Background: an optimization exercise with open tools, aiming at small area. Do not read the settings as production practice.
In this exercise RTL edits were held to simulation tests only and were not proved equivalent to the original.
No driver is modelled on the clock port, so clocking that relies on it looks cheaper here than on a real chip.
Power is estimated from default activity; no workload was simulated.

$ cat flow/config.mk
export PLATFORM = sky130hd
export DESIGN_NAME = es51986_decoder
export DESIGN_NICKNAME = es51986_decoder
export VERILOG_FILES = /design/flow/design.v
export SDC_FILE = /design/flow/constraint.sdc
export NUM_CORES = 4
export LEC_CHECK = 0
export CAP_MARGIN = 20
export CORE_MARGIN = 2
export CORE_UTILIZATION = 60
export PLACE_DENSITY = 0.75
export SLEW_MARGIN = 20
export SYNTH_HIERARCHICAL = 1
export SYNTH_MINIMUM_KEEP_SIZE = 0
$ cat flow/constraint.sdc
create_clock -name core_clock -period 8.5 [get_ports {clk}]
set_input_delay 1.7000 -clock core_clock [delete_from_list [all_inputs] [get_ports {clk}]]
set_output_delay 1.7000 -clock core_clock [all_outputs]
set_load 0.01 [all_outputs]
$ cat flow/design.v
module g_a21o_1 (input wire A1, input wire A2, input wire B1, output wire X);
    assign X = (A1&A2) | (B1);
endmodule
module g_a221o_1 (input wire A1, input wire A2, input wire B1, input wire B2, input wire C1, output wire X);
    assign X = (B1&B2) | (A1&A2) | (C1);
endmodule
module g_a22o_1 (input wire A1, input wire A2, input wire B1, input wire B2, output wire X);
    assign X = (B1&B2) | (A1&A2);
endmodule
module g_a31oi_1 (input wire A1, input wire A2, input wire A3, input wire B1, output wire Y);
    assign Y = (!A1&!B1) | (!A2&!B1) | (!A3&!B1);
endmodule
module g_a32oi_1 (input wire A1, input wire A2, input wire A3, input wire B1, input wire B2, output wire Y);
    assign Y = (!A1&!B1) | (!A1&!B2) | (!A2&!B1) | (!A3&!B1) | (!A2&!B2) | (!A3&!B2);
endmodule
module g_and2_1 (input wire A, input wire B, output wire X);
    assign X = (A&B);
endmodule
module g_and3_1 (input wire A, input wire B, input wire C, output wire X);
    assign X = (A&B&C);
endmodule
module g_buf_1 (input wire A, output wire X);
    assign X = (A);
endmodule
module g_inv_1 (input wire A, output wire Y);
    assign Y = (!A);
endmodule
module g_nand2_1 (input wire A, input wire B, output wire Y);
    assign Y = (!A) | (!B);
endmodule
module g_nand2b_1 (input wire A_N, input wire B, output wire Y);
    assign Y = (A_N) | (!B);
endmodule
module g_nand3_1 (input wire A, input wire B, input wire C, output wire Y);
    assign Y = (!A) | (!B) | (!C);
endmodule
module g_nand3b_1 (input wire A_N, input wire B, input wire C, output wire Y);
    assign Y = (A_N) | (!B) | (!C);
endmodule
module g_nand4_1 (input wire A, input wire B, input wire C, input wire D, output wire Y);
    assign Y = (!A) | (!B) | (!C) | (!D);
endmodule
module g_nor2_1 (input wire A, input wire B, output wire Y);
    assign Y = (!A&!B);
endmodule
module g_o21a_1 (input wire A1, input wire A2, input wire B1, output wire X);
    assign X = (A1&B1) | (A2&B1);
endmodule
module g_o21ai_1 (input wire A1, input wire A2, input wire B1, output wire Y);
    assign Y = (!A1&!A2) | (!B1);
endmodule
module g_o22a_1 (input wire A1, input wire A2, input wire B1, input wire B2, output wire X);
    assign X = (A1&B1) | (A2&B1) | (A1&B2) | (A2&B2);
endmodule
module g_o22ai_1 (input wire A1, input wire A2, input wire B1, input wire B2, output wire Y);
    assign Y = (!B1&!B2) | (!A1&!A2);
endmodule
module g_o311a_1 (input wire A1, input wire A2, input wire A3, input wire B1, input wire C1, output wire X);
    assign X = (A1&B1&C1) | (A2&B1&C1) | (A3&B1&C1);
endmodule
module g_o311ai_1 (input wire A1, input wire A2, input wire A3, input wire B1, input wire C1, output wire Y);
    assign Y = (!A1&!A2&!A3) | (!B1) | (!C1);
endmodule
module g_or4_1 (input wire A, input wire B, input wire C, input wire D, output wire X);
    assign X = (A) | (B) | (C) | (D);
endmodule
module es_frame_decode (
    input  wire ov,
    input  wire [3:0] olen,
    input  wire [71:0] frame,
    output wire is_err,
    output wire [29:0] payload
);
    wire n2, n3, n4, n5, n6, n7, n8, n9, n10, n11, n12, n13, n14, n15, n16, n17, n18, n19, n20, n21, n22, n23, n24, n25, n26, n27, n28, n29, n30, n31, n32, n33, n34, n35, n36, n37, n38, n39, n40, n41, n42, n43, n44, n45, n46, n47, n48, n49, n50, n51, n52, n53, n54, n55, n56, n57, n58, n72, n73, n74, n79, n80, n81, n82, n83, n84, n85, n86, n87, n88, n89, n90, n91, n92, n93, n94, n95, n96, n97, n98, n99, n100, n101, n102, n103, n104, n105, n106, n107, n108, n109, n110, n111, n112, n113, n114, n115, n116, n117, n118, n119, n120, n121, n122, n123, n124, n125, n126, n127, n128, n129, n130, n131, n132, n133, n134, n135, n136, n137, n138, n139, n140, n141, n142, n143, n144, n145, n146, n147, n148, n149, n150, n151, n152, n153, n154, n155, n156, n157, n158, n159, n160, n161, n162, n163, n164, n165, n166, n167, n168, n169, n170, n171, n172, n173, n174, n175, n176, n177, n178, n179, n180, n181, n182, n183, n184, n185, n186, n187, n188, n189, n190, n191, n192, n193, n194, n195, n196, n197, n198, n199, n200, n201, n202, n203, n204, n205, n206, n207, n208, n209, n210, n211, n212, n213, n214, n215, n216, n217;
    assign n2 = ov;
    assign n3 = olen[0];
    assign n4 = olen[1];
    assign n5 = olen[2];
    assign n6 = olen[3];
    assign n7 = frame[0];
    assign n8 = frame[1];
    assign n9 = frame[2];
    assign n10 = frame[3];
    assign n11 = frame[4];
    assign n12 = frame[5];
    assign n13 = frame[6];
    assign n14 = frame[7];
    assign n15 = frame[8];
    assign n16 = frame[9];
    assign n17 = frame[10];
    assign n18 = frame[11];
    assign n19 = frame[12];
    assign n20 = frame[13];
    assign n21 = frame[14];
    assign n22 = frame[15];
    assign n23 = frame[16];
    assign n24 = frame[17];
    assign n25 = frame[18];
    assign n26 = frame[19];
    assign n27 = frame[20];
    assign n28 = frame[21];
    assign n29 = frame[22];
    assign n30 = frame[23];
    assign n31 = frame[24];
    assign n32 = frame[25];
    assign n33 = frame[26];
    assign n34 = frame[27];
    assign n35 = frame[28];
    assign n36 = frame[29];
    assign n37 = frame[30];
    assign n38 = frame[31];
    assign n39 = frame[32];
    assign n40 = frame[33];
    assign n41 = frame[34];
    assign n42 = frame[35];
    assign n43 = frame[36];
    assign n44 = frame[37];
    assign n45 = frame[38];
    assign n46 = frame[39];
    assign n47 = frame[40];
    assign n48 = frame[41];
    assign n49 = frame[42];
    assign n50 = frame[43];
    assign n51 = frame[44];
    assign n52 = frame[45];
    assign n53 = frame[46];
    assign n54 = frame[47];
    assign n55 = frame[48];
    assign n56 = frame[49];
    assign n57 = frame[50];
    assign n58 = frame[51];
    assign n59 = frame[52];
    assign n60 = frame[53];
    assign n61 = frame[54];
    assign n62 = frame[55];
    assign n63 = frame[56];
    assign n64 = frame[57];
    assign n65 = frame[58];
    assign n66 = frame[59];
    assign n67 = frame[60];
    assign n68 = frame[61];
    assign n69 = frame[62];
    assign n70 = frame[63];
    assign n71 = frame[64];
    assign n72 = frame[65];
    assign n73 = frame[66];
    assign n74 = frame[67];
    assign n75 = frame[68];
    assign n76 = frame[69];
    assign n77 = frame[70];
    assign n78 = frame[71];
    assign is_err = n79;
    assign payload[0] = n80;
    assign payload[1] = n81;
    assign payload[2] = n82;
    assign payload[3] = n83;
    assign payload[4] = n84;
    assign payload[5] = n85;
    assign payload[6] = n86;
    assign payload[7] = n87;
    assign payload[8] = n88;
    assign payload[9] = n89;
    assign payload[10] = n90;
    assign payload[11] = n91;
    assign payload[12] = n92;
    assign payload[13] = n93;
    assign payload[14] = n94;
    assign payload[15] = n95;
    assign payload[16] = n96;
    assign payload[17] = n97;
    assign payload[18] = n98;
    assign payload[19] = n99;
    assign payload[20] = n100;
    assign payload[21] = n101;
    assign payload[22] = n102;
    assign payload[23] = n103;
    assign payload[24] = n104;
    assign payload[25] = n105;
    assign payload[26] = n106;
    assign payload[27] = n107;
    assign payload[28] = n108;
    assign payload[29] = n109;
    g_and2_1 u0 (.A(n6), .B(n2), .X(n110));
    g_nor2_1 u1 (.A(n5), .B(n4), .Y(n111));
    g_nand3_1 u2 (.A(n110), .B(n3), .C(n111), .Y(n112));
    g_o21ai_1 u3 (.A1(n33), .A2(n32), .B1(n34), .Y(n113));
    g_nor2_1 u4 (.A(n38), .B(n37), .Y(n114));
    g_nand4_1 u5 (.A(n113), .B(n35), .C(n36), .D(n114), .Y(n115));
    g_o21ai_1 u6 (.A1(n24), .A2(n25), .B1(n26), .Y(n116));
    g_nor2_1 u7 (.A(n30), .B(n29), .Y(n117));
    g_nand4_1 u8 (.A(n116), .B(n27), .C(n28), .D(n117), .Y(n118));
    g_o21ai_1 u9 (.A1(n16), .A2(n17), .B1(n18), .Y(n119));
    g_nor2_1 u10 (.A(n22), .B(n21), .Y(n120));
    g_nand4_1 u11 (.A(n119), .B(n19), .C(n20), .D(n120), .Y(n121));
    g_inv_1 u12 (.A(n12), .Y(n122));
    g_nor2_1 u13 (.A(n14), .B(n122), .Y(n123));
    g_nand3_1 u14 (.A(n7), .B(n8), .C(n9), .Y(n124));
    g_nor2_1 u15 (.A(n10), .B(n13), .Y(n125));
    g_nand4_1 u16 (.A(n123), .B(n11), .C(n124), .D(n125), .Y(n126));
    g_nor2_1 u17 (.A(n112), .B(n126), .Y(n127));
    g_inv_1 u18 (.A(n127), .Y(n128));
    g_nor2_1 u19 (.A(n121), .B(n128), .Y(n129));
    g_inv_1 u20 (.A(n129), .Y(n130));
    g_nor2_1 u21 (.A(n118), .B(n130), .Y(n131));
    g_inv_1 u22 (.A(n131), .Y(n132));
    g_nor2_1 u23 (.A(n115), .B(n132), .Y(n133));
    g_nor2_1 u24 (.A(n112), .B(n133), .Y(n134));
    g_o21ai_1 u25 (.A1(n40), .A2(n41), .B1(n42), .Y(n135));
    g_nor2_1 u26 (.A(n46), .B(n45), .Y(n136));
    g_nand4_1 u27 (.A(n135), .B(n43), .C(n44), .D(n136), .Y(n137));
    g_nand2_1 u28 (.A(n133), .B(n137), .Y(n138));
    g_inv_1 u29 (.A(n138), .Y(n139));
    g_nor2_1 u30 (.A(n134), .B(n139), .Y(n140));
    g_inv_1 u31 (.A(n112), .Y(n141));
    g_inv_1 u32 (.A(n47), .Y(n142));
    g_nor2_1 u33 (.A(n50), .B(n142), .Y(n143));
    g_nor2_1 u34 (.A(n54), .B(n53), .Y(n144));
    g_nand3_1 u35 (.A(n144), .B(n51), .C(n52), .Y(n145));
    g_a31oi_1 u36 (.A1(n143), .A2(n48), .A3(n49), .B1(n145), .Y(n146));
    g_nand3_1 u37 (.A(n140), .B(n141), .C(n146), .Y(n147));
    g_inv_1 u38 (.A(n147), .Y(n148));
    g_and2_1 u39 (.A(n148), .B(n73), .X(n108));
    g_and2_1 u40 (.A(n148), .B(n74), .X(n107));
    g_and2_1 u41 (.A(n148), .B(n55), .X(n106));
    g_and2_1 u42 (.A(n148), .B(n56), .X(n105));
    g_and2_1 u43 (.A(n148), .B(n57), .X(n104));
    g_and2_1 u44 (.A(n148), .B(n58), .X(n103));
    g_inv_1 u45 (.A(n50), .Y(n149));
    g_nand2b_1 u46 (.A_N(n48), .B(n149), .Y(n150));
    g_o21ai_1 u47 (.A1(n49), .A2(n150), .B1(n142), .Y(n151));
    g_nor2_1 u48 (.A(n151), .B(n147), .Y(n102));
    g_nor2_1 u49 (.A(n48), .B(n47), .Y(n152));
    g_nor2_1 u50 (.A(n152), .B(n143), .Y(n153));
    g_nand2_1 u51 (.A(n48), .B(n47), .Y(n154));
    g_nand3_1 u52 (.A(n153), .B(n49), .C(n154), .Y(n155));
    g_a31oi_1 u53 (.A1(n155), .A2(n50), .A3(n154), .B1(n143), .Y(n156));
    g_nor2_1 u54 (.A(n156), .B(n147), .Y(n101));
    g_o21ai_1 u55 (.A1(n49), .A2(n142), .B1(n48), .Y(n157));
    g_o21a_1 u56 (.A1(n149), .A2(n157), .B1(n150), .X(n158));
    g_nor2_1 u57 (.A(n158), .B(n147), .Y(n100));
    g_o21a_1 u58 (.A1(n49), .A2(n153), .B1(n155), .X(n159));
    g_nor2_1 u59 (.A(n159), .B(n147), .Y(n99));
    g_inv_1 u60 (.A(n18), .Y(n160));
    g_nor2_1 u61 (.A(n160), .B(n147), .Y(n98));
    g_and2_1 u62 (.A(n148), .B(n17), .X(n97));
    g_and2_1 u63 (.A(n148), .B(n16), .X(n96));
    g_and2_1 u64 (.A(n148), .B(n15), .X(n95));
    g_and2_1 u65 (.A(n148), .B(n26), .X(n94));
    g_and2_1 u66 (.A(n148), .B(n25), .X(n93));
    g_and2_1 u67 (.A(n148), .B(n24), .X(n92));
    g_and2_1 u68 (.A(n148), .B(n23), .X(n91));
    g_and2_1 u69 (.A(n148), .B(n34), .X(n90));
    g_nand2_1 u70 (.A(n140), .B(n141), .Y(n161));
    g_nor2_1 u71 (.A(n146), .B(n161), .Y(n162));
    g_nand2_1 u72 (.A(n129), .B(n29), .Y(n163));
    g_nand2_1 u73 (.A(n141), .B(n13), .Y(n164));
    g_nand2_1 u74 (.A(n127), .B(n21), .Y(n165));
    g_nand3_1 u75 (.A(n163), .B(n164), .C(n165), .Y(n166));
    g_a221o_1 u76 (.A1(n37), .A2(n131), .B1(n133), .B2(n45), .C1(n166), .X(n167));
    g_a221o_1 u77 (.A1(n148), .A2(n32), .B1(n162), .B2(n53), .C1(n167), .X(n88));
    g_nand2_1 u78 (.A(n139), .B(n44), .Y(n168));
    g_nand2_1 u79 (.A(n141), .B(n126), .Y(n169));
    g_nand2_1 u80 (.A(n127), .B(n121), .Y(n170));
    g_inv_1 u81 (.A(n170), .Y(n171));
    g_nand2_1 u82 (.A(n171), .B(n20), .Y(n172));
    g_o21ai_1 u83 (.A1(n122), .A2(n169), .B1(n172), .Y(n173));
    g_a31oi_1 u84 (.A1(n28), .A2(n118), .A3(n129), .B1(n173), .Y(n174));
    g_and2_1 u85 (.A(n131), .B(n115), .X(n175));
    g_nand2_1 u86 (.A(n175), .B(n36), .Y(n176));
    g_nand3_1 u87 (.A(n168), .B(n174), .C(n176), .Y(n177));
    g_a221o_1 u88 (.A1(n148), .A2(n31), .B1(n162), .B2(n52), .C1(n177), .X(n87));
    g_nand2_1 u89 (.A(n139), .B(n43), .Y(n178));
    g_nand2_1 u90 (.A(n175), .B(n35), .Y(n179));
    g_inv_1 u91 (.A(n169), .Y(n180));
    g_nand2_1 u92 (.A(n180), .B(n11), .Y(n181));
    g_a32oi_1 u93 (.A1(n129), .A2(n27), .A3(n118), .B1(n19), .B2(n171), .Y(n182));
    g_nand4_1 u94 (.A(n178), .B(n179), .C(n181), .D(n182), .Y(n183));
    g_a221o_1 u95 (.A1(n148), .A2(n42), .B1(n162), .B2(n51), .C1(n183), .X(n86));
    g_nand2_1 u96 (.A(n139), .B(n42), .Y(n184));
    g_nand2_1 u97 (.A(n175), .B(n34), .Y(n185));
    g_o21ai_1 u98 (.A1(n10), .A2(n112), .B1(n110), .Y(n186));
    g_o21ai_1 u99 (.A1(n160), .A2(n170), .B1(n186), .Y(n187));
    g_a31oi_1 u100 (.A1(n26), .A2(n118), .A3(n129), .B1(n187), .Y(n188));
    g_nand3_1 u101 (.A(n184), .B(n185), .C(n188), .Y(n189));
    g_a221o_1 u102 (.A1(n148), .A2(n41), .B1(n162), .B2(n50), .C1(n189), .X(n85));
    g_nand2_1 u103 (.A(n175), .B(n33), .Y(n190));
    g_nand2_1 u104 (.A(n171), .B(n17), .Y(n191));
    g_nand2_1 u105 (.A(n2), .B(n5), .Y(n192));
    g_nand3_1 u106 (.A(n129), .B(n25), .C(n118), .Y(n193));
    g_nand4_1 u107 (.A(n190), .B(n191), .C(n192), .D(n193), .Y(n194));
    g_a221o_1 u108 (.A1(n9), .A2(n180), .B1(n139), .B2(n41), .C1(n194), .X(n195));
    g_a221o_1 u109 (.A1(n148), .A2(n40), .B1(n162), .B2(n49), .C1(n195), .X(n84));
    g_nand2_1 u110 (.A(n175), .B(n32), .Y(n196));
    g_nand2_1 u111 (.A(n171), .B(n16), .Y(n197));
    g_nand2_1 u112 (.A(n2), .B(n4), .Y(n198));
    g_nand3_1 u113 (.A(n129), .B(n24), .C(n118), .Y(n199));
    g_nand4_1 u114 (.A(n196), .B(n197), .C(n198), .D(n199), .Y(n200));
    g_a221o_1 u115 (.A1(n8), .A2(n180), .B1(n139), .B2(n40), .C1(n200), .X(n201));
    g_a221o_1 u116 (.A1(n148), .A2(n39), .B1(n162), .B2(n48), .C1(n201), .X(n83));
    g_nand2_1 u117 (.A(n139), .B(n39), .Y(n202));
    g_and3_1 u118 (.A(n112), .B(n2), .C(n3), .X(n203));
    g_a221o_1 u119 (.A1(n7), .A2(n180), .B1(n171), .B2(n15), .C1(n203), .X(n204));
    g_a31oi_1 u120 (.A1(n23), .A2(n118), .A3(n129), .B1(n204), .Y(n205));
    g_nand2_1 u121 (.A(n175), .B(n31), .Y(n206));
    g_nand3_1 u122 (.A(n202), .B(n205), .C(n206), .Y(n207));
    g_a221o_1 u123 (.A1(n148), .A2(n9), .B1(n162), .B2(n47), .C1(n207), .X(n82));
    g_nor2_1 u124 (.A(n8), .B(n147), .Y(n208));
    g_nor2_1 u125 (.A(n128), .B(n208), .Y(n81));
    g_nand2_1 u126 (.A(n148), .B(n7), .Y(n209));
    g_nand2_1 u127 (.A(n209), .B(n140), .Y(n80));
    g_and2_1 u128 (.A(n147), .B(n2), .X(n79));
    g_and2_1 u129 (.A(n148), .B(n72), .X(n109));
    g_nand2_1 u130 (.A(n148), .B(n33), .Y(n210));
    g_nand2_1 u131 (.A(n131), .B(n38), .Y(n211));
    g_nand2_1 u132 (.A(n129), .B(n30), .Y(n212));
    g_nand2_1 u133 (.A(n180), .B(n14), .Y(n213));
    g_nand3_1 u134 (.A(n211), .B(n212), .C(n213), .Y(n214));
    g_a22o_1 u135 (.A1(n22), .A2(n127), .B1(n133), .B2(n46), .X(n215));
    g_nor2_1 u136 (.A(n214), .B(n215), .Y(n216));
    g_nand3_1 u137 (.A(n140), .B(n54), .C(n141), .Y(n217));
    g_nand3_1 u138 (.A(n210), .B(n216), .C(n217), .Y(n89));
endmodule
module es_framer_next (
    input  wire rst,
    input  wire in_valid,
    input  wire [7:0] in_byte,
    input  wire after_cr,
    input  wire ov,
    input  wire [3:0] olen,
    output wire n_after_cr,
    output wire n_ov,
    output wire [3:0] n_olen,
    output wire append
);
    wire n2, n3, n4, n5, n6, n7, n8, n9, n10, n11, n12, n13, n14, n15, n16, n17, n18, n19, n20, n21, n22, n23, n24, n25, n26, n27, n28, n29, n30, n31, n32, n33, n34, n35, n36, n37, n38, n39, n40, n41, n42, n43, n44, n45, n46, n47, n48, n49, n50, n51, n52;
    assign n2 = rst;
    assign n3 = in_valid;
    assign n4 = in_byte[0];
    assign n5 = in_byte[1];
    assign n6 = in_byte[2];
    assign n7 = in_byte[3];
    assign n8 = in_byte[4];
    assign n9 = in_byte[5];
    assign n10 = in_byte[6];
    assign n11 = in_byte[7];
    assign n12 = after_cr;
    assign n13 = ov;
    assign n14 = olen[0];
    assign n15 = olen[1];
    assign n16 = olen[2];
    assign n17 = olen[3];
    assign n_after_cr = n18;
    assign n_ov = n19;
    assign n_olen[0] = n20;
    assign n_olen[1] = n21;
    assign n_olen[2] = n22;
    assign n_olen[3] = n23;
    assign append = n24;
    g_inv_1 u0 (.A(n16), .Y(n25));
    g_inv_1 u1 (.A(n15), .Y(n26));
    g_inv_1 u2 (.A(n4), .Y(n27));
    g_inv_1 u3 (.A(n6), .Y(n28));
    g_nand3_1 u4 (.A(n27), .B(n28), .C(n5), .Y(n29));
    g_nor2_1 u5 (.A(n9), .B(n8), .Y(n30));
    g_nor2_1 u6 (.A(n11), .B(n10), .Y(n31));
    g_nand3_1 u7 (.A(n30), .B(n31), .C(n7), .Y(n32));
    g_nor2_1 u8 (.A(n29), .B(n32), .Y(n33));
    g_or4_1 u9 (.A(n5), .B(n27), .C(n28), .D(n32), .X(n34));
    g_nand2_1 u10 (.A(n34), .B(n3), .Y(n35));
    g_nor2_1 u11 (.A(n33), .B(n35), .Y(n24));
    g_inv_1 u12 (.A(n13), .Y(n36));
    g_o21ai_1 u13 (.A1(n15), .A2(n36), .B1(n17), .Y(n37));
    g_nand2_1 u14 (.A(n36), .B(n14), .Y(n38));
    g_o21ai_1 u15 (.A1(n36), .A2(n37), .B1(n38), .Y(n39));
    g_nand2_1 u16 (.A(n24), .B(n39), .Y(n40));
    g_nor2_1 u17 (.A(n26), .B(n40), .Y(n41));
    g_inv_1 u18 (.A(n41), .Y(n42));
    g_o21ai_1 u19 (.A1(n25), .A2(n42), .B1(n37), .Y(n43));
    g_nor2_1 u20 (.A(n13), .B(n25), .Y(n44));
    g_inv_1 u21 (.A(n2), .Y(n45));
    g_o21ai_1 u22 (.A1(n44), .A2(n41), .B1(n45), .Y(n46));
    g_a31oi_1 u23 (.A1(n43), .A2(n24), .A3(n39), .B1(n46), .Y(n22));
    g_nor2_1 u24 (.A(n39), .B(n24), .Y(n47));
    g_nand2_1 u25 (.A(n40), .B(n45), .Y(n48));
    g_nor2_1 u26 (.A(n47), .B(n48), .Y(n20));
    g_o21ai_1 u27 (.A1(n13), .A2(n26), .B1(n40), .Y(n49));
    g_o311a_1 u28 (.A1(n26), .A2(n17), .A3(n40), .B1(n45), .C1(n49), .X(n21));
    g_o21ai_1 u29 (.A1(n3), .A2(n12), .B1(n35), .Y(n50));
    g_nor2_1 u30 (.A(n2), .B(n50), .Y(n18));
    g_and2_1 u31 (.A(n43), .B(n45), .X(n23));
    g_nand3b_1 u32 (.A_N(n33), .B(n17), .C(n39), .Y(n51));
    g_o311ai_1 u33 (.A1(n12), .A2(n32), .A3(n29), .B1(n51), .C1(n34), .Y(n52));
    g_and3_1 u34 (.A(n52), .B(n3), .C(n45), .X(n19));
endmodule
module es_resolver (
    input  wire [2:0] range_i,
    input  wire [3:0] func_i,
    input  wire [15:0] digits,
    output wire valid,
    output wire [1:0] place,
    output wire [2:0] prefix,
    output wire [2:0] base,
    output wire [2:0] len,
    output wire [39:0] text
);
    wire n2, n3, n4, n5, n6, n7, n8, n9, n10, n11, n12, n13, n14, n15, n16, n17, n18, n19, n20, n21, n22, n23, n24, n25, n26, n27, n28, n29, n30, n31, n32, n33, n34, n35, n36, n37, n38, n39, n40, n41, n42, n43, n44, n45, n46, n47, n48, n49, n50, n51, n52, n53, n54, n55, n56, n57, n58, n59, n60, n61, n62, n63, n64, n65, n66, n67, n68, n69, n70, n71, n72, n73, n74, n75, n76, n77, n78, n79, n80, n81, n82, n83, n84, n85, n86, n87, n88, n89, n90, n91, n92, n93, n94, n95, n96, n97, n98, n99, n100, n101, n102, n103, n104, n105, n106, n107, n108, n109, n110, n111, n112, n113, n114, n115, n116, n117, n118, n119, n120, n121, n122, n123, n124, n125, n126, n127, n128, n129, n130, n131, n132, n133, n134, n135, n136, n137, n138, n139, n140, n141, n142, n143, n144, n145, n146, n147, n148, n149, n150, n151, n152, n153, n154, n155, n156, n157, n158, n159, n160, n161, n162, n163, n164, n165, n166, n167, n168, n169, n170, n171, n172, n173, n174, n175, n176, n177, n178, n179, n180, n181, n182, n183;
    assign n2 = range_i[0];
    assign n3 = range_i[1];
    assign n4 = range_i[2];
    assign n5 = func_i[0];
    assign n6 = func_i[1];
    assign n7 = func_i[2];
    assign n8 = func_i[3];
    assign n9 = digits[0];
    assign n10 = digits[1];
    assign n11 = digits[2];
    assign n12 = digits[3];
    assign n13 = digits[4];
    assign n14 = digits[5];
    assign n15 = digits[6];
    assign n16 = digits[7];
    assign n17 = digits[8];
    assign n18 = digits[9];
    assign n19 = digits[10];
    assign n20 = digits[11];
    assign n21 = digits[12];
    assign n22 = digits[13];
    assign n23 = digits[14];
    assign n24 = digits[15];
    assign valid = n25;
    assign place[0] = n26;
    assign place[1] = n27;
    assign prefix[0] = n28;
    assign prefix[1] = n29;
    assign prefix[2] = n30;
    assign base[0] = n31;
    assign base[1] = n32;
    assign base[2] = n33;
    assign len[0] = n34;
    assign len[1] = n35;
    assign len[2] = n36;
    assign text[0] = n37;
    assign text[1] = n38;
    assign text[2] = n39;
    assign text[3] = n40;
    assign text[4] = n25;
    assign text[5] = n25;
    assign text[6] = 1'b0;
    assign text[7] = 1'b0;
    assign text[8] = n41;
    assign text[9] = n42;
    assign text[10] = n43;
    assign text[11] = n44;
    assign text[12] = n45;
    assign text[13] = n46;
    assign text[14] = 1'b0;
    assign text[15] = 1'b0;
    assign text[16] = n47;
    assign text[17] = n48;
    assign text[18] = n49;
    assign text[19] = n50;
    assign text[20] = n51;
    assign text[21] = n52;
    assign text[22] = 1'b0;
    assign text[23] = 1'b0;
    assign text[24] = n53;
    assign text[25] = n54;
    assign text[26] = n55;
    assign text[27] = n56;
    assign text[28] = n57;
    assign text[29] = n58;
    assign text[30] = 1'b0;
    assign text[31] = 1'b0;
    assign text[32] = n59;
    assign text[33] = n60;
    assign text[34] = n61;
    assign text[35] = n62;
    assign text[36] = n63;
    assign text[37] = n63;
    assign text[38] = 1'b0;
    assign text[39] = 1'b0;
    g_nor2_1 u0 (.A(n7), .B(n6), .Y(n64));
    g_nand3_1 u1 (.A(n64), .B(n8), .C(n5), .Y(n65));
    g_inv_1 u2 (.A(n65), .Y(n33));
    g_nor2_1 u3 (.A(n8), .B(n64), .Y(n66));
    g_nor2_1 u4 (.A(n4), .B(n3), .Y(n67));
    g_inv_1 u5 (.A(n67), .Y(n68));
    g_nor2_1 u6 (.A(n7), .B(n68), .Y(n69));
    g_inv_1 u7 (.A(n8), .Y(n70));
    g_inv_1 u8 (.A(n5), .Y(n71));
    g_nand2_1 u9 (.A(n64), .B(n71), .Y(n72));
    g_inv_1 u10 (.A(n6), .Y(n73));
    g_nand3_1 u11 (.A(n66), .B(n73), .C(n5), .Y(n74));
    g_o21ai_1 u12 (.A1(n70), .A2(n72), .B1(n74), .Y(n32));
    g_a21o_1 u13 (.A1(n66), .A2(n69), .B1(n32), .X(n75));
    g_inv_1 u14 (.A(n3), .Y(n76));
    g_inv_1 u15 (.A(n2), .Y(n77));
    g_nand2_1 u16 (.A(n76), .B(n77), .Y(n78));
    g_nand2_1 u17 (.A(n76), .B(n71), .Y(n79));
    g_nand2_1 u18 (.A(n3), .B(n5), .Y(n80));
    g_nand2_1 u19 (.A(n79), .B(n80), .Y(n81));
    g_nand2_1 u20 (.A(n81), .B(n2), .Y(n82));
    g_o21ai_1 u21 (.A1(n71), .A2(n78), .B1(n82), .Y(n83));
    g_nand2_1 u22 (.A(n75), .B(n83), .Y(n84));
    g_nor2_1 u23 (.A(n4), .B(n77), .Y(n85));
    g_inv_1 u24 (.A(n4), .Y(n86));
    g_nor2_1 u25 (.A(n2), .B(n86), .Y(n87));
    g_nor2_1 u26 (.A(n85), .B(n87), .Y(n88));
    g_nand3_1 u27 (.A(n67), .B(n70), .C(n73), .Y(n89));
    g_nand2_1 u28 (.A(n65), .B(n89), .Y(n90));
    g_o21ai_1 u29 (.A1(n3), .A2(n88), .B1(n90), .Y(n91));
    g_inv_1 u30 (.A(n88), .Y(n92));
    g_nand2b_1 u31 (.A_N(n74), .B(n92), .Y(n93));
    g_a31oi_1 u32 (.A1(n78), .A2(n70), .A3(n4), .B1(n72), .Y(n31));
    g_nor2_1 u33 (.A(n67), .B(n85), .Y(n94));
    g_nor2_1 u34 (.A(n2), .B(n76), .Y(n95));
    g_nand2_1 u35 (.A(n95), .B(n4), .Y(n96));
    g_nand3_1 u36 (.A(n31), .B(n94), .C(n96), .Y(n97));
    g_nand4_1 u37 (.A(n84), .B(n91), .C(n93), .D(n97), .Y(n26));
    g_nor2_1 u38 (.A(n92), .B(n83), .Y(n98));
    g_o22a_1 u39 (.A1(n5), .A2(n89), .B1(n65), .B2(n98), .X(n99));
    g_nand2_1 u40 (.A(n92), .B(n81), .Y(n100));
    g_nand3_1 u41 (.A(n75), .B(n91), .C(n100), .Y(n101));
    g_nand2_1 u42 (.A(n99), .B(n101), .Y(n27));
    g_nor2_1 u43 (.A(n26), .B(n27), .Y(n102));
    g_nand3_1 u44 (.A(n64), .B(n86), .C(n80), .Y(n103));
    g_nand2_1 u45 (.A(n102), .B(n103), .Y(n25));
    g_inv_1 u46 (.A(n13), .Y(n104));
    g_nor2_1 u47 (.A(n22), .B(n21), .Y(n105));
    g_nor2_1 u48 (.A(n24), .B(n23), .Y(n106));
    g_nand2_1 u49 (.A(n105), .B(n106), .Y(n107));
    g_nor2_1 u50 (.A(n107), .B(n27), .Y(n108));
    g_inv_1 u51 (.A(n108), .Y(n109));
    g_o21ai_1 u52 (.A1(n107), .A2(n26), .B1(n27), .Y(n110));
    g_nand3_1 u53 (.A(n25), .B(n109), .C(n110), .Y(n111));
    g_inv_1 u54 (.A(n25), .Y(n112));
    g_or4_1 u55 (.A(n17), .B(n18), .C(n20), .D(n19), .X(n113));
    g_nor2_1 u56 (.A(n113), .B(n109), .Y(n114));
    g_nor2_1 u57 (.A(n112), .B(n114), .Y(n115));
    g_inv_1 u58 (.A(n115), .Y(n116));
    g_nor2_1 u59 (.A(n109), .B(n116), .Y(n117));
    g_inv_1 u60 (.A(n117), .Y(n118));
    g_nor2_1 u61 (.A(n26), .B(n118), .Y(n119));
    g_inv_1 u62 (.A(n119), .Y(n120));
    g_nand2_1 u63 (.A(n114), .B(n26), .Y(n121));
    g_nand2_1 u64 (.A(n120), .B(n121), .Y(n122));
    g_a32oi_1 u65 (.A1(n17), .A2(n26), .A3(n27), .B1(n122), .B2(n9), .Y(n123));
    g_o21ai_1 u66 (.A1(n104), .A2(n111), .B1(n123), .Y(n47));
    g_inv_1 u67 (.A(n9), .Y(n124));
    g_nor2_1 u68 (.A(n116), .B(n119), .Y(n58));
    g_inv_1 u69 (.A(n26), .Y(n125));
    g_inv_1 u70 (.A(n27), .Y(n126));
    g_nor2_1 u71 (.A(n125), .B(n126), .Y(n127));
    g_nor2_1 u72 (.A(n107), .B(n127), .Y(n128));
    g_nor2_1 u73 (.A(n102), .B(n128), .Y(n63));
    g_inv_1 u74 (.A(n63), .Y(n129));
    g_nand2_1 u75 (.A(n58), .B(n129), .Y(n130));
    g_o22ai_1 u76 (.A1(n104), .A2(n110), .B1(n124), .B2(n130), .Y(n53));
    g_inv_1 u77 (.A(n11), .Y(n131));
    g_nor2_1 u78 (.A(n131), .B(n129), .Y(n61));
    g_inv_1 u79 (.A(n10), .Y(n132));
    g_nor2_1 u80 (.A(n132), .B(n129), .Y(n60));
    g_nor2_1 u81 (.A(n124), .B(n129), .Y(n59));
    g_nor2_1 u82 (.A(n127), .B(n122), .Y(n133));
    g_nand2_1 u83 (.A(n133), .B(n111), .Y(n51));
    g_nor2_1 u84 (.A(n115), .B(n51), .Y(n134));
    g_inv_1 u85 (.A(n15), .Y(n135));
    g_nor2_1 u86 (.A(n14), .B(n16), .Y(n136));
    g_a31oi_1 u87 (.A1(n104), .A2(n135), .A3(n136), .B1(n103), .Y(n137));
    g_nand2_1 u88 (.A(n134), .B(n137), .Y(n138));
    g_nand3_1 u89 (.A(n138), .B(n120), .C(n121), .Y(n35));
    g_and3_1 u90 (.A(n138), .B(n25), .C(n130), .X(n34));
    g_nand2_1 u91 (.A(n34), .B(n134), .Y(n139));
    g_a22o_1 u92 (.A1(n114), .A2(n15), .B1(n19), .B2(n128), .X(n140));
    g_o21ai_1 u93 (.A1(n23), .A2(n140), .B1(n25), .Y(n141));
    g_o21ai_1 u94 (.A1(n131), .A2(n139), .B1(n141), .Y(n39));
    g_a22o_1 u95 (.A1(n114), .A2(n14), .B1(n18), .B2(n128), .X(n142));
    g_o21ai_1 u96 (.A1(n22), .A2(n142), .B1(n25), .Y(n143));
    g_o21ai_1 u97 (.A1(n132), .A2(n139), .B1(n143), .Y(n38));
    g_a22o_1 u98 (.A1(n114), .A2(n13), .B1(n17), .B2(n128), .X(n144));
    g_o21ai_1 u99 (.A1(n21), .A2(n144), .B1(n25), .Y(n145));
    g_o21ai_1 u100 (.A1(n124), .A2(n139), .B1(n145), .Y(n37));
    g_inv_1 u101 (.A(n127), .Y(n146));
    g_nand3_1 u102 (.A(n146), .B(n25), .C(n107), .Y(n147));
    g_inv_1 u103 (.A(n147), .Y(n148));
    g_a32oi_1 u104 (.A1(n115), .A2(n13), .A3(n108), .B1(n148), .B2(n17), .Y(n149));
    g_o21ai_1 u105 (.A1(n124), .A2(n138), .B1(n149), .Y(n41));
    g_o21ai_1 u106 (.A1(n15), .A2(n126), .B1(n63), .Y(n150));
    g_o21ai_1 u107 (.A1(n131), .A2(n130), .B1(n150), .Y(n55));
    g_o21ai_1 u108 (.A1(n14), .A2(n126), .B1(n63), .Y(n151));
    g_o21ai_1 u109 (.A1(n132), .A2(n130), .B1(n151), .Y(n54));
    g_nand3_1 u110 (.A(n133), .B(n115), .C(n111), .Y(n152));
    g_nand2_1 u111 (.A(n122), .B(n11), .Y(n153));
    g_nand2_1 u112 (.A(n127), .B(n19), .Y(n154));
    g_inv_1 u113 (.A(n111), .Y(n155));
    g_nand2_1 u114 (.A(n155), .B(n15), .Y(n156));
    g_nand4_1 u115 (.A(n152), .B(n153), .C(n154), .D(n156), .Y(n49));
    g_nand2_1 u116 (.A(n122), .B(n10), .Y(n157));
    g_nand2_1 u117 (.A(n155), .B(n14), .Y(n158));
    g_nand2_1 u118 (.A(n127), .B(n18), .Y(n159));
    g_nand4_1 u119 (.A(n152), .B(n157), .C(n158), .D(n159), .Y(n48));
    g_nand3_1 u120 (.A(n134), .B(n11), .C(n137), .Y(n160));
    g_nor2_1 u121 (.A(n148), .B(n117), .Y(n161));
    g_nand2_1 u122 (.A(n51), .B(n161), .Y(n162));
    g_nand2_1 u123 (.A(n117), .B(n15), .Y(n163));
    g_nand2_1 u124 (.A(n148), .B(n19), .Y(n164));
    g_nand4_1 u125 (.A(n160), .B(n162), .C(n163), .D(n164), .Y(n43));
    g_a22o_1 u126 (.A1(n18), .A2(n148), .B1(n117), .B2(n14), .X(n165));
    g_inv_1 u127 (.A(n162), .Y(n166));
    g_nor2_1 u128 (.A(n165), .B(n166), .Y(n167));
    g_o21ai_1 u129 (.A1(n132), .A2(n138), .B1(n167), .Y(n42));
    g_inv_1 u130 (.A(n12), .Y(n168));
    g_a22o_1 u131 (.A1(n114), .A2(n16), .B1(n20), .B2(n128), .X(n169));
    g_o21ai_1 u132 (.A1(n24), .A2(n169), .B1(n25), .Y(n170));
    g_o21ai_1 u133 (.A1(n168), .A2(n139), .B1(n170), .Y(n40));
    g_a22o_1 u134 (.A1(n20), .A2(n148), .B1(n117), .B2(n16), .X(n171));
    g_nor2_1 u135 (.A(n171), .B(n166), .Y(n172));
    g_o21ai_1 u136 (.A1(n168), .A2(n138), .B1(n172), .Y(n44));
    g_nand2_1 u137 (.A(n122), .B(n12), .Y(n173));
    g_nand2_1 u138 (.A(n127), .B(n20), .Y(n174));
    g_nand2_1 u139 (.A(n155), .B(n16), .Y(n175));
    g_nand4_1 u140 (.A(n152), .B(n173), .C(n174), .D(n175), .Y(n50));
    g_o21ai_1 u141 (.A1(n16), .A2(n126), .B1(n63), .Y(n176));
    g_o21ai_1 u142 (.A1(n168), .A2(n130), .B1(n176), .Y(n56));
    g_nor2_1 u143 (.A(n168), .B(n129), .Y(n62));
    g_nand2_1 u144 (.A(n138), .B(n161), .Y(n45));
    g_nand3_1 u145 (.A(n138), .B(n102), .C(n161), .Y(n46));
    g_inv_1 u146 (.A(n134), .Y(n52));
    g_nand2_1 u147 (.A(n130), .B(n126), .Y(n57));
    g_buf_1 u148 (.A(n58), .X(n36));
    g_nand3_1 u149 (.A(n96), .B(n5), .C(n64), .Y(n177));
    g_nor2_1 u150 (.A(n177), .B(n112), .Y(n30));
    g_o21ai_1 u151 (.A1(n68), .A2(n127), .B1(n32), .Y(n178));
    g_and3_1 u152 (.A(n178), .B(n25), .C(n177), .X(n29));
    g_o21ai_1 u153 (.A1(n67), .A2(n95), .B1(n8), .Y(n179));
    g_o21ai_1 u154 (.A1(n6), .A2(n87), .B1(n179), .Y(n180));
    g_nor2_1 u155 (.A(n5), .B(n180), .Y(n181));
    g_nor2_1 u156 (.A(n71), .B(n179), .Y(n182));
    g_o21ai_1 u157 (.A1(n181), .A2(n182), .B1(n25), .Y(n183));
    g_o21ai_1 u158 (.A1(n4), .A2(n178), .B1(n183), .Y(n28));
endmodule
module es51986_decoder (
    input  wire        clk,
    input  wire        rst,           
    input  wire        in_valid,
    input  wire [7:0]  in_byte,
    output wire        out_valid,
    output wire        out_is_err,
    output wire [29:0] out_payload,
    input  wire [2:0]  q_range,
    input  wire [3:0]  q_func,
    input  wire [15:0] q_digits,      
    output wire        res_valid,
    output wire [1:0]  res_place,
    output wire [2:0]  res_prefix,
    output wire [2:0]  res_base,
    output wire [2:0]  res_len,
    output wire [39:0] res_text
);
    reg        after_cr;     
    reg        ov;           
    reg [3:0]  olen;         
    reg [71:0] sr;           
    wire       n_after_cr, n_ov, append;
    wire [3:0] n_olen;
    es_framer_next u_next (
        .rst(rst), .in_valid(in_valid), .in_byte(in_byte),
        .after_cr(after_cr), .ov(ov), .olen(olen),
        .n_after_cr(n_after_cr), .n_ov(n_ov), .n_olen(n_olen), .append(append)
    );
    always @(posedge clk) begin
        after_cr <= n_after_cr;
        ov       <= n_ov;
        olen     <= n_olen;
    end
    always @(posedge clk) begin
        if (append)
            sr <= {sr[63:0], in_byte};
    end
    es_frame_decode u_dec (
        .ov(ov), .olen(olen),
        .frame({sr[7:0], sr[15:8], sr[23:16], sr[31:24], sr[39:32],
                sr[47:40], sr[55:48], sr[63:56], sr[71:64]}),
        .is_err(out_is_err), .payload(out_payload)
    );
    assign out_valid = ov;
    reg [2:0]  qr;
    reg [3:0]  qf;
    reg [15:0] qd;
    always @(posedge clk) begin
        qr <= q_range;
        qf <= q_func;
        qd <= q_digits;
    end
    es_resolver u_res (
        .range_i(qr), .func_i(qf), .digits(qd),
        .valid(res_valid), .place(res_place), .prefix(res_prefix), .base(res_base),
        .len(res_len), .text(res_text)
    );
endmodule
$ cat flow/flow/run.sh
#!/bin/bash
# Standard ORFS layout (standard.sh) with these changes:
#  - the port buffers are the smallest buffer cell (buf_1);
#  - clock tree synthesis adds no dummy loads and uses clkbuf_8;
#  - the constant outputs share the tie cell that synthesis made
#    (SKIP_REPAIR_TIE_FANOUT), instead of one tie cell per output.
# make's output goes to standard_cts.log and standard.log, the sizing step's
# to clock_sizing.log; each ORFS tool's own log is in orfs/logs.
set -euo pipefail
export BUFFER_PORTS_ARGS="-buffer_cell sky130_fd_sc_hd__buf_1"
export SKIP_REPAIR_TIE_FANOUT=1
export CTS_ARGS="-sink_clustering_enable -repair_clock_nets -dont_use_dummy_load -buf_list sky130_fd_sc_hd__clkbuf_8"
bash standard.sh cts > standard_cts.log 2>&1
R=orfs/results/$FLOW_PLATFORM/es51986_decoder/base
IN_ODB=$R/4_cts.odb IN_SDC=$R/4_cts.sdc OUT_ODB=$R/4_cts_sized.odb SLEW_LIMIT=0.115 \
    openroad -no_init -exit flow/clock_sizing.tcl > clock_sizing.log 2>&1
cp $R/4_cts_sized.odb $R/4_cts.odb
bash standard.sh finish > standard.log 2>&1
$ cat flow/flow/clock_sizing.tcl
# Clock buffer sizing after CTS: each clock buffer is tried at
# sky130_fd_sc_hd__clkbuf_4, then sky130_fd_sc_hd__clkbuf_2, and keeps the
# smaller cell only if the largest flip-flop clock-pin slew, estimated from
# the placement, stays under SLEW_LIMIT (ns). Every buffer keeps its place.
set platform $::env(FLOW_HOME)/platforms/$::env(FLOW_PLATFORM)
foreach lib [glob $platform/lib/*.lib] {
  if {![string match "*dummy*" $lib]} { read_liberty $lib }
}
read_db $::env(IN_ODB)
read_sdc $::env(IN_SDC)
source $platform/setRC.tcl
set_propagated_clock [all_clocks]
set limit $::env(SLEW_LIMIT)
proc maxslew {} {
  estimate_parasitics -placement
  set mx 0
  foreach p [get_pins -hierarchical */CLK] {
    foreach prop {slew_max_rise slew_max_fall} {
      set s [get_property $p $prop]
      if {$s > $mx} { set mx $s }
    }
  }
  return $mx
}
puts "start: largest clock-pin slew [maxslew]"
foreach target {sky130_fd_sc_hd__clkbuf_4 sky130_fd_sc_hd__clkbuf_2} {
  set tz [string range $target [expr [string last _ $target] + 1] end]
  foreach inst [get_cells *] {
    set m [get_property $inst ref_name]
    if {![string match "sky130_fd_sc_hd__clkbuf_*" $m]} { continue }
    set sz [string range $m [expr [string last _ $m] + 1] end]
    if {$tz >= $sz} { continue }
    replace_cell $inst $target
    set s [maxslew]
    if {$s > $limit} {
      replace_cell $inst $m
    } else {
      puts "[get_full_name $inst]: $m -> $target (largest clock-pin slew $s)"
    }
  }
}
puts "end: largest clock-pin slew [maxslew]"
write_db $::env(OUT_ODB)
$ cat flow/standard.sh
#!/bin/bash
# synth_recipe.tcl (not shown) runs the flow's synth.tcl, then flattens the netlist and writes it again
# the make line also repeats each setting of config.mk as NAME=value (left out here)
make -C /OpenROAD-flow-scripts/flow DESIGN_CONFIG=/design/flow/config.mk WORK_HOME=/design/flow/orfs CLKGATE_MAP_FILE= SYNTH_SCRIPT=/design/flow/synth_recipe.tcl "${@:-finish}"
==> results.txt <==
* Count of input and output buffers: 107
- Counting every instance in the synthesized netlist gives 520.
* H-tree levels: 3
- DIE WIDTH: 95.3 um
- Critical Path End Type: primary output
- Dividing the final minimum period by the clock period gives 79.5%.
* Antenna Violating Nets Remaining: 0
* Total grt overflow: 0
- Count of pins over their slew limit: 0
* Avg Synthesized Cell Area: approximately 9.6 um2
- Hold Violations, Final: 0
- The via count of the first global-routing pass was around 3300.
- # resized after CTS: 0
- By startpoint and endpoint, the worst setup path is classified as reg2out.
- The first global-routing pass estimated 15.6 mm of wire.
* Worst VDD drop: roughly 0.12 mV
- Number of synthesized register bits: 101
- TritonCTS built the clock tree.
* Effective utilization at floorplan: 61.5%
- Global placement routability congestion: 1.02
- Syn-to-layout area delta: 0.100%
- Number of placement rows: 33
- TritonCTS Sinks: 101
- Post-CTS Repair Setup Buffers: 0
* Total wirelength of the detailed-routed design: 10.3 mm
- Summing the sequential cell areas from Yosys gives a little over half of the chip area.
- The longest clock path from root to sink contains 2 buffers.
- Summed over all cells, the static leakage comes to 1.93 nW.
- The routed layout has around 3700 vias.
* Leading cell type in the layout, fill and taps excluded: sky130_fd_sc_hd__buf_1
- Outcome: finished clean
* Clock root buffer master: sky130_fd_sc_hd__clkbuf_8
* Largest net degree at the start of global routing: 44
- Final routed DRC violation total: 0
- Dividing the detail-routed via count by the number of cells gives 5.65.
- Max-cap violations in this run came to 0.
- For the worst setup path, the data arrival time is 5.06 ns.
- After legalization and detailed placement, the total HPWL measured 7.83 mm.
- CP max FO: 13
- Setup repair after global routing left no endpoint under its margin.
* Maximum clock rate: 148 MHz
- Startpoint class of the critical path: flop
- Die area: 9080 um2
- The initial antenna violation count came to 0.
- Worst setup skew after layout: 0.0260 ns
- Number of buffers inserted for hold repair after clock tree synthesis: 0
* Number of instances in the placed design: 647
- Number of fill cells: between 700 and 800
- Syn. warnings: 24
* Post-route minimum period: 6.76 ns
- In the final layout, the share of cells above drive strength 1 is 2.00%.
- The synthesized netlist occupies a cell area of between 5000 and 6000 um2.
* Non-Filler Instances: between 600 and 700
* Die outline height: 95.3 um
- Placeable core region: 8130 um2
* Ant. Diodes: 0
* Count of distinct cell types in the synthesized netlist: 25
* Top Ports: roughly 120
- Required @ worst endpoint: 6.80 ns
- Net count of the mapped netlist: 554
* Number of nets in the finished design: about 590
* Power Dens Cells: 184 nW/um2
- Pin slew with the least headroom to its limit: 0.835 ns
- Setup violations remaining at the end of the flow were counted as 0.
* Max transition margin: 44.2%
* DRC marker count from the first detailed-route iteration: 337
- Global routing used 22.6% of the available tracks.
- Commonest non-fill, non-tap cells in the layout: sky130_fd_sc_hd__buf_1, sky130_fd_sc_hd__edfxtp_1, sky130_fd_sc_hd__nor2_1, sky130_fd_sc_hd__nand2_1, sky130_fd_sc_hd__inv_1
* Pre-Repair DR Iteration Count: 5
- Clock network latency to the later pin of the worst-skew pair: about 0.5 ns
* Routed wire length per instance: about 16 um
- Clk pin slew, worst setup/hold paths: 0.08 ns
- TritonCTS buffer count: 9
* Worst Hold Class: reg2reg
- Adding up every negative setup slack in the final design gives 0 ns.
* Utilization after layout: 61.6%
## per-layer routing
metal	up-vias	wire length [um]	global-route usage (%)	part of all wire (%)
met3	18	1100	6.72	11
met5	-	0	0	0
met2	204	4860	33.8	47
li1	1766	-	-	-
met4	0	146	8.45	1.4
met1	1717	4240	31.2	41
## power by group
| part | switching [W] | internal [W] |
|---|---|---|
| Clock | 0.000133 | 0.0000759 |
| Sequential | 0.0000224 | 0.000560 |
| Combinational | 0.0000899 | 0.0000399 |
| Total | 0.000245 | 0.000676 |
## worst max-delay path, stage by stage (launching register included)
cell and delay, ns:
sky130_fd_sc_hd__dfxtp_1 0.33, sky130_fd_sc_hd__nor2_1 0.28, sky130_fd_sc_hd__nand2_1 0.14, sky130_fd_sc_hd__o21ai_1 0.22, sky130_fd_sc_hd__a21o_1 0.14, sky130_fd_sc_hd__nand2_1 0.06
sky130_fd_sc_hd__nand4_1 0.26, sky130_fd_sc_hd__nor2_1 0.15, sky130_fd_sc_hd__nand2_1 0.38, sky130_fd_sc_hd__inv_1 0.14, sky130_fd_sc_hd__nor2_1 0.31, sky130_fd_sc_hd__inv_1 0.10
sky130_fd_sc_hd__nor2_1 0.29, sky130_fd_sc_hd__inv_1 0.08, sky130_fd_sc_hd__nor2_1 0.15, sky130_fd_sc_hd__inv_1 0.07, sky130_fd_sc_hd__nand2_1 0.18, sky130_fd_sc_hd__nor2_1 0.09
sky130_fd_sc_hd__nand2_1 0.16, sky130_fd_sc_hd__nor2_1 0.11, sky130_fd_sc_hd__nand2_1 0.26, sky130_fd_sc_hd__and3_1 0.23, sky130_fd_sc_hd__nand2_1 0.11, sky130_fd_sc_hd__o21ai_1 0.16
sky130_fd_sc_hd__buf_1 0.17
## Yosys cell counts
master	instances	area [um2]
sky130_fd_sc_hd__a21o_1	1	7.51
sky130_fd_sc_hd__o311ai_1	1	8.76
sky130_fd_sc_hd__buf_4	86	646
sky130_fd_sc_hd__conb_1	1	3.75
sky130_fd_sc_hd__dfxtp_1	29	581
sky130_fd_sc_hd__o22ai_1	1	6.26
sky130_fd_sc_hd__nand2_1	67	251
sky130_fd_sc_hd__a221o_1	11	110
sky130_fd_sc_hd__nand4_1	13	81.3
sky130_fd_sc_hd__nor2_1	70	263
sky130_fd_sc_hd__or4_1	2	15.0
sky130_fd_sc_hd__and2_1	19	119
sky130_fd_sc_hd__nand2b_1	2	12.5
sky130_fd_sc_hd__edfxtp_1	72	2160
sky130_fd_sc_hd__a22o_1	7	61.3
sky130_fd_sc_hd__o22a_1	1	8.76
sky130_fd_sc_hd__nand3b_1	1	7.51
sky130_fd_sc_hd__a32oi_1	3	26.3
sky130_fd_sc_hd__a31oi_1	8	50.1
sky130_fd_sc_hd__o311a_1	1	10.0
sky130_fd_sc_hd__and3_1	4	25.0
sky130_fd_sc_hd__o21ai_1	42	210
sky130_fd_sc_hd__o21a_1	2	15.0
sky130_fd_sc_hd__nand3_1	29	145
sky130_fd_sc_hd__inv_1	47	176
## metrics by stage
stage	hold slack [ns]	instance area (um2)	worst slack (ns)	total power [W]
3_5_place_dp	0.405	4900	2.41	0.000723
2_1_floorplan	0.400	5000	2.03	0.000717
5_1_grt	0.429	5010	1.32	0.000962
3_3_place_gp	0.401	4900	2.31	0.000722
6_report	0.423	5010	1.74	0.000921
4_1_cts	0.423	5030	2.01	0.000949
## modules after synthesis, one instance, submodules excluded, a selection
module           flops+latches  cell area, um2  cells  copies in the design
es51986_decoder            101            2740    101                     1
es_resolver                  0             387     52                     1
es_framer_next               0            30.0      4                     1
g_a221o_1                    0            10.0      1                    11
g_o311ai_1                   0            8.76      1                     1
g_o22a_1                     0            8.76      1                     1
g_a22o_1                     0            8.76      1                     7
g_a21o_1                     0            7.51      1                     1
g_o21a_1                     0            7.51      1                     2
g_buf_1                      0            7.51      1                     1
g_nand4_1                    0            6.26      1                    13
g_o22ai_1                    0            6.26      1                     1
g_nand3_1                    0            5.00      1                    29
g_o21ai_1                    0            5.00      1                    42
g_nor2_1                     0            3.75      1                    70
g_nand2_1                    0            3.75      1                    67
## final cells by class
class                   count  area, um2  share of cell area, %
repair buffers            108        409                   8.17
clock buffers               9        103                   2.05
inverters                  47        176                   3.52
multi-input cells         286       1450                   28.9
flip-flops and latches    101       2740                   54.8
well taps                 105        131                   2.62
## logic make-up (layout without fill, tap and decap cells)
family          count (synthesis)  count (layout)  share of synthesized area [%]
compound gates                 78              78                           10.3
buf+inv                       133             164                           16.4
flops                         101             101                           54.8
other cells                     1               1                         0.0750
simple gates                  207             207                           18.4
## sequential cells by signal, summed over array words and instances, names as in the netlist
name and cells:
qd 16, after_cr 1, sr 72, olen 4, qf 4, ov 1, qr 3
## final timing paths
| path | start | endpoint | slack [ns] | depth (start not counted) |
|---|---|---|---|---|
| hold / removal | sr[23] | sr[31] | 0.42 | 0 |
| hold reg to reg | sr[23] | sr[31] | 0.42 | 0 |
| setup reg to reg | ov | olen[2] | 6.78 | 8 |
| setup / recovery | qf[1] | res_text[0] | 1.74 | 24 |

[re-timing with driven ports]
How much do the figures lean on ideal ports? The routed layout below was timed once more, with nothing changed but the port constraints. Step 1: set_driving_cell puts a clkbuf_16 on clk and a buf_2 on each other input, an assumption about the parent block. Step 2 times the ports against the registers' clock, not the clock port: input delays grow and output delays shrink by t, the midpoint of the rising clock arrivals with the driver on. Slacks: ideal / step 1 / step 2; pairs: ideal / step 1.
shift t [ns]: 0.524
slack for setup (ns): 1.744 / 1.714 / 2.238
latest minus earliest clock arrival (ns): 0.033 / 0.032
worst slew at a driven data input, ns: 0.04
cell pins on the clock port's net: 1
After both steps setup and hold are still met in this run. The setup slack of this run moves by -0.030 ns with the drivers and by +0.494 ns with both steps.
